This design comes from an exercise in tuning for small area on the open sky130 flow, not from production work.
Function was checked by simulation only, so behaviour that the tests miss may differ from the original.
Power is estimated from default activity; no workload was simulated.

<file path="design/flow/flow/run.sh">
#!/bin/bash
# The standard layout (standard.sh), except that:
#  - the port buffers use the smallest buffer cell instead of the delay buffer
#    buffer_ports picks by default;
#  - clock tree synthesis inserts no dummy loads and uses the buffers listed here.
set -euo pipefail
bash standard.sh finish \
  "BUFFER_PORTS_ARGS=-buffer_cell sky130_fd_sc_hd__buf_1" \
  "CTS_ARGS=-sink_clustering_enable -repair_clock_nets -dont_use_dummy_load -buf_list sky130_fd_sc_hd__clkbuf_8" \
  > flow_make.log 2>&1
</file>
<file path="design/flow/standard.sh">
#!/bin/bash
# synth_recipe.tcl (not shown) runs the flow's synth.tcl, then flattens the netlist and writes it again
# the make line also repeats each setting of config.mk as NAME=value (left out here)
make -C /OpenROAD-flow-scripts/flow DESIGN_CONFIG=/design/flow/config.mk WORK_HOME=/design/flow/orfs CLKGATE_MAP_FILE= SYNTH_SCRIPT=/design/flow/synth_recipe.tcl "${@:-finish}"
</file>
<file path="design/flow/config.mk">
export PLATFORM = sky130hd
export DESIGN_NAME = i2rtd_engine
export DESIGN_NICKNAME = i2rtd_engine
export VERILOG_FILES = /design/flow/design.v
export SDC_FILE = /design/flow/constraint.sdc
export NUM_CORES = 4
export LEC_CHECK = 0
export ABC_AREA = 1
export CAP_MARGIN = 20
export CORE_MARGIN = 2
export CORE_UTILIZATION = 40
export CTS_BUF_LIST = sky130_fd_sc_hd__clkbuf_8
export SLEW_MARGIN = 20
</file>
<file path="design/flow/constraint.sdc">
create_clock -name core_clock -period 10.0 [get_ports {clk}]
set_input_delay 2.0000 -clock core_clock [delete_from_list [all_inputs] [get_ports {clk}]]
set_output_delay 2.0000 -clock core_clock [all_outputs]
set_load 0.01 [all_outputs]
</file>
<file path="design/flow/design.v">
module i2rtd_engine (
    input  wire        clk,
    input  wire        rst,
    input  wire        ms_tick,
    input  wire        req_valid,
    output wire        req_ready,
    input  wire [7:0]  req_op,
    input  wire [16:0] req_start,
    input  wire [17:0] req_len,       
    input  wire [17:0] req_end,       
    input  wire        req_use_end,
    input  wire        req_pl_none,
    input  wire        req_halt,
    input  wire [7:0]  req_target,
    input  wire        req_on,
    input  wire        req_force,
    input  wire        pl_valid,
    input  wire [7:0]  pl_data,
    output wire        pl_ready,
    output wire        rd_valid,
    output wire [7:0]  rd_data,
    output wire        resp_valid,
    output wire [2:0]  resp_code,
    output wire        resp_bool,
    output wire        resp_mode,
    output wire        resp_k,
    output wire [1:0]  resp_space,
    output wire        resp_bound,
    output wire [18:0] resp_value,
    output wire [15:0] resp_limit,
    output wire        bus_valid,
    output reg         bus_wr,
    output reg  [1:0]  bus_dev,
    output reg  [2:0]  bus_len,
    output reg  [39:0] bus_data,
    input  wire        bus_done,
    input  wire [1:0]  bus_status,
    input  wire [7:0]  bus_rdata
);
    localparam [4:0]
        S_INIT   = 5'b00000,      
        S_IDLE   = 5'b00001,
        S_RESP   = 5'b00010,
        S_RESPD  = 5'b00011,      
        S_NEXT   = 5'b00100,      
        S_SDCHK  = 5'b00101,
        S_XSTART = 5'b00110,
        S_GOK    = 5'b00111,      
        S_PL     = 5'b01000,
        S_STEP   = 5'b01001,      
        S_CALC   = 5'b01010,      
        S_DEAD   = 5'b01011,
        S_DSD1   = 5'b01100,      
        S_DSD2   = 5'b01101,
        S_D100   = 5'b01110,
        S_DX     = 5'b01111,
        B_ISPSET = 5'b10000,      
        B_RST2   = 5'b10001,      
        B_SDSEQ  = 5'b10010,      
        B_H80    = 5'b10011,      
        B_XCMD   = 5'b10100,      
        B_CTOR   = 5'b11000,      
        B_QDBG   = 5'b11001,      
        B_GPRB   = 5'b11010,      
        B_SDPRB  = 5'b11011,      
        B_Q30    = 5'b11111,      
        B_Q31    = 5'b11101,      
        B_QG     = 5'b11110,      
        B_XRD    = 5'b11100;      
    reg [4:0]  state;
    reg        halted;
    reg        auto_en;
    reg        xph;           
    reg        flg;           
    reg [1:0]  sp;            
    reg        wr;            
    reg [7:0]  tgt;
    reg [18:0] A;             
    reg [18:0] E;             
    reg        cy;            
    reg        bw;            
    reg        le;            
    reg [7:0]  pv;            
    reg [2:0]  code;
    reg        aux;           
    wire [3:0]  lo4      = req_op[3:0];
    wire        r_range  = (req_op[7:6] == 2'b00) && (req_op[5:4] != 2'd3) && (lo4 >= 4'd1) && (lo4 <= 4'd3);
    wire        r_ctl    = (req_op[7:4] == 4'h3) && (lo4 <= 4'd6);
    wire        r_write  = (lo4 == 4'd2);
    wire        r_dump   = (lo4 == 4'd3);
    wire        refuse   = !(r_range || r_ctl) || (req_use_end && !r_dump);
    wire        r_isp    = (req_op[5:4] == 2'd0);
    wire        r_serr   = r_isp ? (|req_start[16:8]) : req_start[16];    
    wire        err      = (bus_status != 2'd0);
    wire        sd_on    = !xph || ((sp == 2'd3) && wr && flg);
    wire        bracket  = flg && (sp != 2'd0);
    reg  [7:0]  pinc;
    reg         pc;
    integer     m;
    always @(*) begin
        pc = 1'b1;
        for (m = 0; m < 8; m = m + 1) begin
            pinc[m] = pv[m] ^ pc;
            pc      = pc & pv[m];
        end
    end
    wire        tick_thr = (state == S_D100) ? pv[7] :
                           (state == S_DX)   ? ((sp == 2'd2 && !flg) ? pv[5] : pv[4]) :
                                               pv[6];
    wire        in_delay = (state[4:2] == 3'b011);
    wire        hx       = (sp == 2'd3) ? flg : !xph;    
    wire        gexit_sd = auto_en && (sp != 2'd0);
    wire        start_err = (sp == 2'd0) ? (|A[16:8]) : A[16];
    wire        end_err   = E[18] | ((sp == 2'd0) ? (|E[17:8]) : (|E[17:16]));
    wire        calc_b   = (E[0] & !aux) ^ bw;      
    wire        calc_s   = A[0] ^ calc_b ^ cy;
    wire        rot_end  = pv[4] && pv[1];          
    wire        step_s   = A[0] ^ (cy & (state == S_STEP));
    assign req_ready  = (state == S_IDLE);
    assign pl_ready   = (state == S_PL);
    assign bus_valid  = state[4];
    assign resp_valid = (state == S_RESP) || (state == S_RESPD);
    assign rd_valid   = (state == S_NEXT) && !wr && cy;
    assign rd_data    = pv;
    wire is4 = (code == 3'd4);
    wire lim = is4 && !E[18];
    assign resp_code  = code;
    assign resp_bool  = aux && (code == 3'd0);
    assign resp_mode  = aux && (code == 3'd2);
    assign resp_k     = aux && (code == 3'd6);
    assign resp_bound = aux && is4;
    assign resp_space = is4 ? sp : 2'd0;
    assign resp_value = is4 ? E : 19'd0;
    assign resp_limit = {{8{lim && (sp != 2'd0)}}, {8{lim}}};
    always @(*) begin
        bus_wr   = 1'b0;
        bus_dev  = 2'd2;
        bus_len  = 3'd0;
        bus_data = 40'd0;
        case (state)
        B_CTOR: begin bus_wr = 1'b1; bus_dev = 2'd0; end
        B_Q30, B_Q31, B_QG: begin bus_wr = 1'b1; bus_dev = 2'd0; bus_len = 3'd1; bus_data[7:0] = 8'h6f; end
        B_ISPSET: begin bus_dev = 2'd0; bus_len = 3'd2; bus_data[15:0] = {flg, 7'd0, 8'h6f}; end
        B_RST2:   begin bus_dev = 2'd0; bus_len = 3'd2; bus_data[15:0] = {8'h03, 8'hee}; end
        B_QDBG, B_GPRB, B_SDPRB: bus_wr = 1'b1;
        B_SDSEQ: begin
            if (sd_on) begin bus_dev = 2'd1; bus_len = 3'd4; bus_data[31:0] = {8'h21, 8'h4b, 8'h54, 8'h52}; end
            else       begin bus_len = 3'd2; bus_data[15:0] = {8'h59, 8'h42}; end
        end
        B_H80:    begin bus_len = 3'd2; bus_data[15:0] = {7'd0, hx, 8'h80}; end
        B_XCMD: begin
            case (sp)
            2'd0: begin
                bus_dev = 2'd0;
                if (wr) begin bus_len = 3'd2; bus_data[15:0] = {pv, A[7:0]}; end
                else    begin bus_len = 3'd1; bus_data[7:0]  = A[7:0]; end
            end
            2'd1: begin
                if (wr) begin bus_len = 3'd4; bus_data[31:0] = {pv, A[15:8], A[7:0], 8'h3b}; end
                else    begin bus_len = 3'd3; bus_data[23:0] = {A[15:8], A[7:0], 8'h3a}; end
            end
            default: begin
                bus_len = 3'd5;
                if (wr) bus_data = {A[15:8], pv, tgt, A[7:0], 8'h04};
                else    bus_data = {A[15:8], 8'h00, tgt, A[7:0], 8'h44};
            end
            endcase
        end
        B_XRD: begin bus_wr = 1'b1; if (sp == 2'd0) bus_dev = 2'd0; end
        default: ;
        endcase
    end
    always @(posedge clk) begin
        if (rst) begin
            state   <= S_INIT;
            halted  <= 1'b0;
            auto_en <= 1'b0;
        end else begin
            if (state[4]) begin
                if (bus_done) pv <= (state == B_XRD) ? bus_rdata : 8'd0;
            end else if (state[4:3] == 2'b00) begin
                pv <= 8'd0;
            end else if (state == S_PL) begin
                if (pl_valid) pv <= pl_data;
            end else if (state == S_CALC || state == S_STEP || (in_delay && ms_tick)) begin
                pv <= pinc;
            end
            if (state[4]) cy <= 1'b1;
            else if (state == S_GOK || state == S_D100) cy <= 1'b0;
            if (state[4:3] == 2'b00) le <= 1'b1;
            if (state == S_XSTART || state == S_D100) xph <= 1'b1;
            case (state)
            S_INIT: state <= B_CTOR;
            B_CTOR: if (bus_done) begin
                code  <= (bus_status == 2'd0) ? 3'd0 : (bus_status == 2'd1) ? 3'd1 : 3'd6;
                aux   <= bus_status[1];
                state <= err ? S_RESPD : S_RESP;
            end
            S_IDLE: if (req_valid) begin
                sp   <= req_op[5:4];
                wr   <= r_range ? r_write : req_op[0];
                flg  <= r_range ? req_halt : (req_on || (lo4 == 4'd5));
                xph  <= !r_range && (r_dump || lo4 == 4'd5);
                tgt  <= req_target;
                A    <= {2'b00, req_start};
                E    <= req_use_end ? {req_end[17], req_end} : {req_len[17], req_len};
                cy   <= 1'b0;
                bw   <= !r_serr;
                aux  <= r_range && r_serr;
                code <= refuse ? 3'd7 : (r_range && r_write && req_pl_none) ? 3'd5 : 3'd0;
                if (refuse)
                    state <= S_RESP;
                else if (r_range && (!req_use_end || r_serr))
                    state <= S_CALC;
                else if (r_range)
                    state <= r_isp ? B_QG : (auto_en ? B_SDPRB : B_GPRB);
                else case (req_op[2:0])
                    3'd0: state <= B_Q30;
                    3'd1: state <= req_force ? B_ISPSET : B_Q31;
                    3'd2: state <= B_QDBG;
                    3'd3: state <= req_force ? S_SDCHK : B_SDPRB;
                    3'd4: begin auto_en <= req_on; state <= S_RESP; end
                    3'd5: state <= B_ISPSET;
                    default: state <= auto_en ? B_SDPRB : B_GPRB;
                endcase
            end
            B_Q30: if (bus_done) begin
                code  <= err ? 3'd6 : 3'd0;
                aux   <= err ? bus_status[1] : bus_rdata[7];
                state <= S_RESP;
            end
            B_Q31: if (bus_done) begin
                if (err) begin
                    code <= 3'd6; aux <= bus_status[1]; state <= S_RESP;
                end else if (bus_rdata[7] == flg) begin
                    state <= S_RESP;
                end else begin
                    state <= B_ISPSET;
                end
            end
            B_QG: if (bus_done) begin
                if (err) begin
                    code <= 3'd6; aux <= bus_status[1]; state <= S_RESP;
                end else if (bus_rdata[7]) begin
                    state <= S_GOK;
                end else begin
                    code <= 3'd2; aux <= 1'b0; state <= S_RESP;
                end
            end
            B_RST2: if (bus_done) begin
                if (err) begin code <= 3'd6; aux <= bus_status[1]; end
                state <= S_RESP;
            end
            B_ISPSET: if (bus_done) begin
                if (err) begin
                    code <= 3'd6; aux <= bus_status[1]; state <= S_RESP;
                end else begin
                    state <= xph ? B_RST2 : S_RESP;    
                end
            end
            B_QDBG: if (bus_done) begin
                code  <= bus_status[1] ? 3'd6 : 3'd0;
                aux   <= bus_status[1] || !bus_status[0];
                state <= S_RESP;
            end
            B_GPRB: if (bus_done) begin
                if (bus_status == 2'd0) begin
                    state <= S_GOK;
                end else begin
                    code <= bus_status[1] ? 3'd6 : 3'd2; aux <= 1'b1; state <= S_RESP;
                end
            end
            B_SDPRB: if (bus_done) begin
                if (bus_status[1]) begin
                    code <= 3'd6; aux <= 1'b1; state <= S_RESP;
                end else if ((bus_status == 2'd0) == sd_on) begin
                    state <= xph ? S_RESP : S_GOK;
                end else begin
                    state <= S_SDCHK;
                end
            end
            S_SDCHK: begin
                if (!sd_on && halted) begin
                    code <= 3'd3; state <= S_RESP;
                end else begin
                    state <= S_DSD1;
                end
            end
            S_DSD1: if (tick_thr) state <= B_SDSEQ;
            B_SDSEQ: if (bus_done) begin
                if (err) begin
                    code <= 3'd6; aux <= bus_status[1]; state <= S_RESP;
                end else begin
                    state <= S_DSD2;
                end
            end
            S_DSD2: if (tick_thr) state <= xph ? S_RESP : S_GOK;
            S_CALC: begin
                A  <= {step_s, A[18:1]};
                E  <= {calc_s, E[18:1]};
                cy <= (A[0] & calc_b) | (cy & (A[0] ^ calc_b));
                bw <= bw & ~E[0];
                if (rot_end) state <= (sp == 2'd0) ? B_QG : (auto_en ? B_SDPRB : B_GPRB);
            end
            S_STEP: begin
                A  <= {step_s, A[18:1]};
                cy <= A[0] & cy;
                E  <= {E[0], E[18:1]};
                le <= (!step_s & E[0]) | (!(step_s ^ E[0]) & le);
                if (rot_end) state <= S_XSTART;
            end
            S_NEXT: state <= S_STEP;
            S_GOK: begin
                if (sp == 2'd3)      state <= B_H80;
                else if (code != 3'd0) state <= S_RESP;
                else if (start_err || end_err) begin
                    code <= 3'd4; aux <= !start_err; state <= S_RESP;    
                end
                else if (bracket)    state <= B_H80;
                else                 state <= S_NEXT;
            end
            B_H80: if (bus_done) begin
                if (err) begin
                    code <= 3'd6; aux <= bus_status[1]; state <= S_RESP;
                end else begin
                    halted <= hx;
                    state <= S_D100;
                end
            end
            S_D100: if (tick_thr) begin
                if (sp != 2'd3 && halted) begin
                    state <= S_NEXT;
                end else if (sp != 2'd3 && code == 3'd6) begin
                    state <= S_RESP;
                end else if (gexit_sd) begin
                    state <= B_SDPRB;
                end else begin
                    state <= S_RESP;
                end
            end
            S_XSTART: begin
                if (le)           state <= wr ? S_PL : B_XCMD;
                else if (bracket) state <= B_H80;
                else if (gexit_sd) begin
                    state <= B_SDPRB;
                end else          state <= S_RESP;
            end
            S_PL: if (pl_valid) begin
                state <= B_XCMD;
            end
            B_XCMD: if (bus_done) begin
                if (err) begin
                    code <= 3'd6; aux <= bus_status[1];
                    state <= bracket ? B_H80 : S_RESP;
                end else if (sp == 2'd2 || (sp == 2'd1 && !flg)) begin
                    state <= S_DX;
                end else begin
                    state <= wr ? S_NEXT : B_XRD;
                end
            end
            S_DX: if (tick_thr) state <= wr ? S_NEXT : B_XRD;
            B_XRD: if (bus_done) begin
                if (err) begin
                    code <= 3'd6; aux <= bus_status[1];
                    state <= bracket ? B_H80 : S_RESP;
                end else begin
                    state <= S_NEXT;
                end
            end
            S_RESP:  state <= S_IDLE;
            S_RESPD: state <= S_DEAD;
            S_DEAD:  state <= S_DEAD;
            default: state <= S_INIT;
            endcase
        end
    end
endmodule
</file>
==> impl_metrics.toml <==
[placed_design]
io_buffers = 200
placed_cells = 1221
placed_area_um2 = 6560
dp_hpwl_mm = 17.7
post-place-ws_ns = 5.77
place.gp.congestion = 1.05

[sta]
clock_skew_ns = 0.0250
period_share = 0.474
report.final.setup_viol = 0
finalHoldViolCount = 0
worstMarginPinSlew_ns = 0.944
slew_violations = 0
setup_ws_ns = 5.26
rsz0062_at_grt = "no"
slew_headroom = 0.370
min_period_ns = 4.74
tns_ns = 0
max_freq_mhz = 211

[logic_synthesis]
synth_mux_area_frac = 0.00173
synth.top_cell.area_share = 0.343
syn_inst = 875
ys_warn_count = 1
synth_compound_area_frac = 0.138
synth_fa_ha_area_frac = 0.0186
synth-seq-cells = 73
synth.largest_area_cell = "edfxtp_1"
syn_nets = 981
yosysUniqueCellTypes = 37
synth_area_leaders = "edfxtp_1 (34%), nand2_1 (15%), nor2_1 (12%), inv_1 (6.6%), o21ai_0 (6.3%)"
synthSimpleGateAreaFrac = 0.359
synth_area_um2 = 5770
synth-async-reset-ratio = 0
seq_area_frac_synth = 0.367
synth_ff_type = "edfxtp_1"
synth_top_family_by_area = "simple AND/OR/NAND/NOR gates"
synth_xor_area_frac = 0.00455
synth.avg_cell_area_um2 = 6.60
synth_edf_count = 66

[route]
drc = 0
vias = 6644
via_per_inst = 5.40
antenna_left = 0
first_pass_iters = 6
wl_mm = 22.2
wl_per_cell_um = 18.0
drt_iter0_markers = 677

[outcome]
outcome = "finished clean"

[critical_path]
cp-end-kind = "primary output"
cp_top_family = "flip-flops"
reg2reg_slack_ns = 6.74
max_stage_delay_ns = 0.84
timing.rr.start = "state[0]$_SDFFE_PP0P_"
r2r-end = "E[14]$_DFFE_PP_"
crit_type = "reg -> out"
reg2reg_depth = 7
path_cells = "nand2_1 > nor2_1 > inv_1 > nor2_1 > inv_1 > o311ai_0 > buf_1"
arrival_ns = 2.74
cp_slowest_cell = "dfxtp_1"
critPathLaunchType = "register"
worst-path-buf-inv = 3
crit_fanout = 20
cp_data_required_time_ns = 8.00

[clocking]
cts-buffers-inserted = 9
ctsResizeCount = 0
cts_hold_buffers = 0
insertion_delay_ns = 0.37
root_buffer = "clkbuf_8"
cts_setup_buffers = 0
numClockSinks = 73
clk_path_buf_depth = 2
clk_pin_slew_ns = 0.05
htree_levels = 3
cts_tree = "done"

[global_routing]
antenna_found_initial = 0
busiest_layer = "met2"
grt_start_max_net_pins = 64
grt_pass1_wl_mm = 33.2
grt-ovfl-total = 0
grtUsageMet1 = 0.396
grt.total_usage = 0.290
grt_pass1_vias = 6063
use_met2 = 0.448
grt_use_met3 = 0.0646

[min_path]
hp-start = "state[3]$_SDFFE_PP0P_"
min_to = "state[3]$_SDFFE_PP0P_"
holdCritPathClass = "reg -> reg"
hold_depth = 2

[job]
max-cap-violations = 0

[floorplan]
core_um2 = 14000
rows = 43
die_w_um = 124
die_area_um2 = 15400
die_y_um = 124
start_util = 0.413
ios = 201

[pwr]
leakage_nw = 2.92
power_density_nw_per_um2 = 179
ir_drop_mv = 0.0842

[finish]
syn2layout_area_growth_pct = 15.8
final_cells = 1230
n_antenna_cell = 0
postLayoutCellArea_um2 = 6690
num-nets-final = 1158
drive_above_1_share = 0.0333
worst register-to-register path: stages (launching register included):
cell	delay, ns
dfxtp_1	0.59
inv_2	0.13
nand2_1	0.21
nor2_1	0.12
nand2_1	0.40
nand2_1	0.44
inv_2	0.84
a31oi_1	0.23
layout by cell type (no fill, tap or decap):
| master | Yosys | layout |
|---|---|---|
| dfxtp_1 | 7 | 7 |
| mux2i_1 | 1 | 1 |
| nor2_1 | 177 | 177 |
| nor4_2 | 1 | 1 |
| buf_4 | 19 | 5 |
| edfxtp_1 | 66 | 66 |
| o22ai_1 | 3 | 3 |
| nand2_1 | 232 | 232 |
| nand4_1 | 12 | 12 |
| a311oi_1 | 1 | 1 |
| clkbuf_8 | 0 | 9 |
| xor2_1 | 3 | 3 |
| o211ai_1 | 6 | 6 |
| inv_1 | 102 | 102 |
| a31oi_1 | 21 | 21 |
| nor2_2 | 4 | 4 |
| nand3_1 | 50 | 50 |
| o21ai_0 | 73 | 73 |
| o21a_1 | 1 | 1 |
| buf_1 | 0 | 200 |
| nand3b_1 | 2 | 2 |
| a221oi_1 | 1 | 1 |
| o311ai_0 | 1 | 1 |
| o221ai_1 | 7 | 7 |
| inv_2 | 7 | 7 |
| o2111ai_1 | 3 | 3 |
| nor3b_1 | 1 | 1 |
| nor3_1 | 16 | 16 |
| a21oi_2 | 1 | 1 |
| ha_1 | 7 | 7 |
| a21oi_1 | 18 | 18 |
| nand3_2 | 1 | 1 |
| a22oi_1 | 2 | 2 |
| clkinv_1 | 1 | 1 |
| nor2_4 | 4 | 4 |
| nand2_2 | 3 | 3 |
| fa_1 | 1 | 1 |
per-stage QoR:
| step | hold WS [ns] | util | total power, mW |
|---|---|---|---|
| floorplan | 0.467 | - | 0.820 |
| global placement | 0.531 | 0.469 | 1.01 |
| detailed placement | 0.549 | 0.469 | 1.01 |
| CTS | 0.558 | 0.478 | 1.19 |
| global route | 0.565 | 0.478 | 1.27 |
| finish | 0.563 | 0.478 | 1.19 |
sequential cells by signal, summed over array words and instances, names as in the netlist:
register / cells
sp: 2
halted: 1
E: 19
xph: 1
pv: 8
cy: 1
code: 3
A: 19
flg: 1
state: 5
wr: 1
le: 1
auto_en: 1
bw: 1
tgt: 8
aux: 1
synthesized netlist by cell type, drive strengths merged (2+ instances only):
cell,instances
nand2,235
nor2,185
inv,109
o21ai,73
edfxtp,66
nand3,51
buf,25
a31oi,21
a21oi,19
nor3,16
clkbuf,14
nand4,12
dfxtp,7
ha,7
o221ai,7
o211ai,6
o2111ai,3
o22ai,3
xor2,3
a22oi,2
nand3b,2
cell type report:
cell class                 count  area (µm²)
fill                        1565        7300
multi-input combinational    653        3010
sequential                    73        2120
timing repair buffer         205         788
inverter                     110         413
tap                          180         225
clock buffer                   9         124
routing by layer:
metal / vias up / routed length [µm]
met3: 44 / 2080
met5: - / 0
met1: 3015 / 9770
met2: 376 / 9720
li1: 3209 / -
met4: 0 / 627
cells by family after synthesis:
group           count (synthesis)
compound gates                138
mux                             1
fa+ha+maj                       8
simple gates                  503
xor+xnor                        3
flops                          73
buf+inv                       149
worst max-delay path by stage:
stage / startpoint / cells past startpoint / endpoint / slack, ns
floorplan: rst / 4 / A[0]$_DFFE_PP_ / 6.36
global placement: state[4]$_SDFFE_PP0P_ / 7 / bus_data[17] / 5.79
detailed placement: state[4]$_SDFFE_PP0P_ / 7 / bus_data[17] / 5.77
CTS: state[4]$_SDFFE_PP0P_ / 7 / bus_data[17] / 5.39
global route: state[4]$_SDFFE_PP0P_ / 5 / bus_data[15] / 5.14
finish: state[4]$_SDFFE_PP0P_ / 7 / bus_data[17] / 5.26
power breakdown:
part	switching (mW)	total, mW	internal [mW]
clock	0.101	0.181	0.0803
combinational	0.396	0.556	0.160
sequential	0.0561	0.458	0.401

## afterwards: timing with drivers on the ports
The flow's constraints put no driver on any port. The routed layout listed below was extracted and timed again, unchanged, in two steps. Step 1 (the two cells are an assumption about what drives the block):
set clk [get_ports {clk}]
set_driving_cell -lib_cell sky130_fd_sc_hd__clkbuf_16 $clk
set_driving_cell -lib_cell sky130_fd_sc_hd__buf_2 [delete_from_list [all_inputs] $clk]
Step 2, shift: input delay + t, output delay - t, t = (earliest + latest rising clock arrival at the registers) / 2. This alone moves slack from input paths to output paths. Three values: no drivers, after step 1, after step 2; two values: the first two.
t (ns): 0.395
setup slack, ns: 5.264 / 5.226 / 5.621
hold WS [ns]: 0.563 / 0.563 / 0.563
worst setup path after step 2: register to output
After both steps setup and hold are still met in this run. The setup slack of this run moves by -0.038 ns with the drivers and by +0.357 ns with both steps.
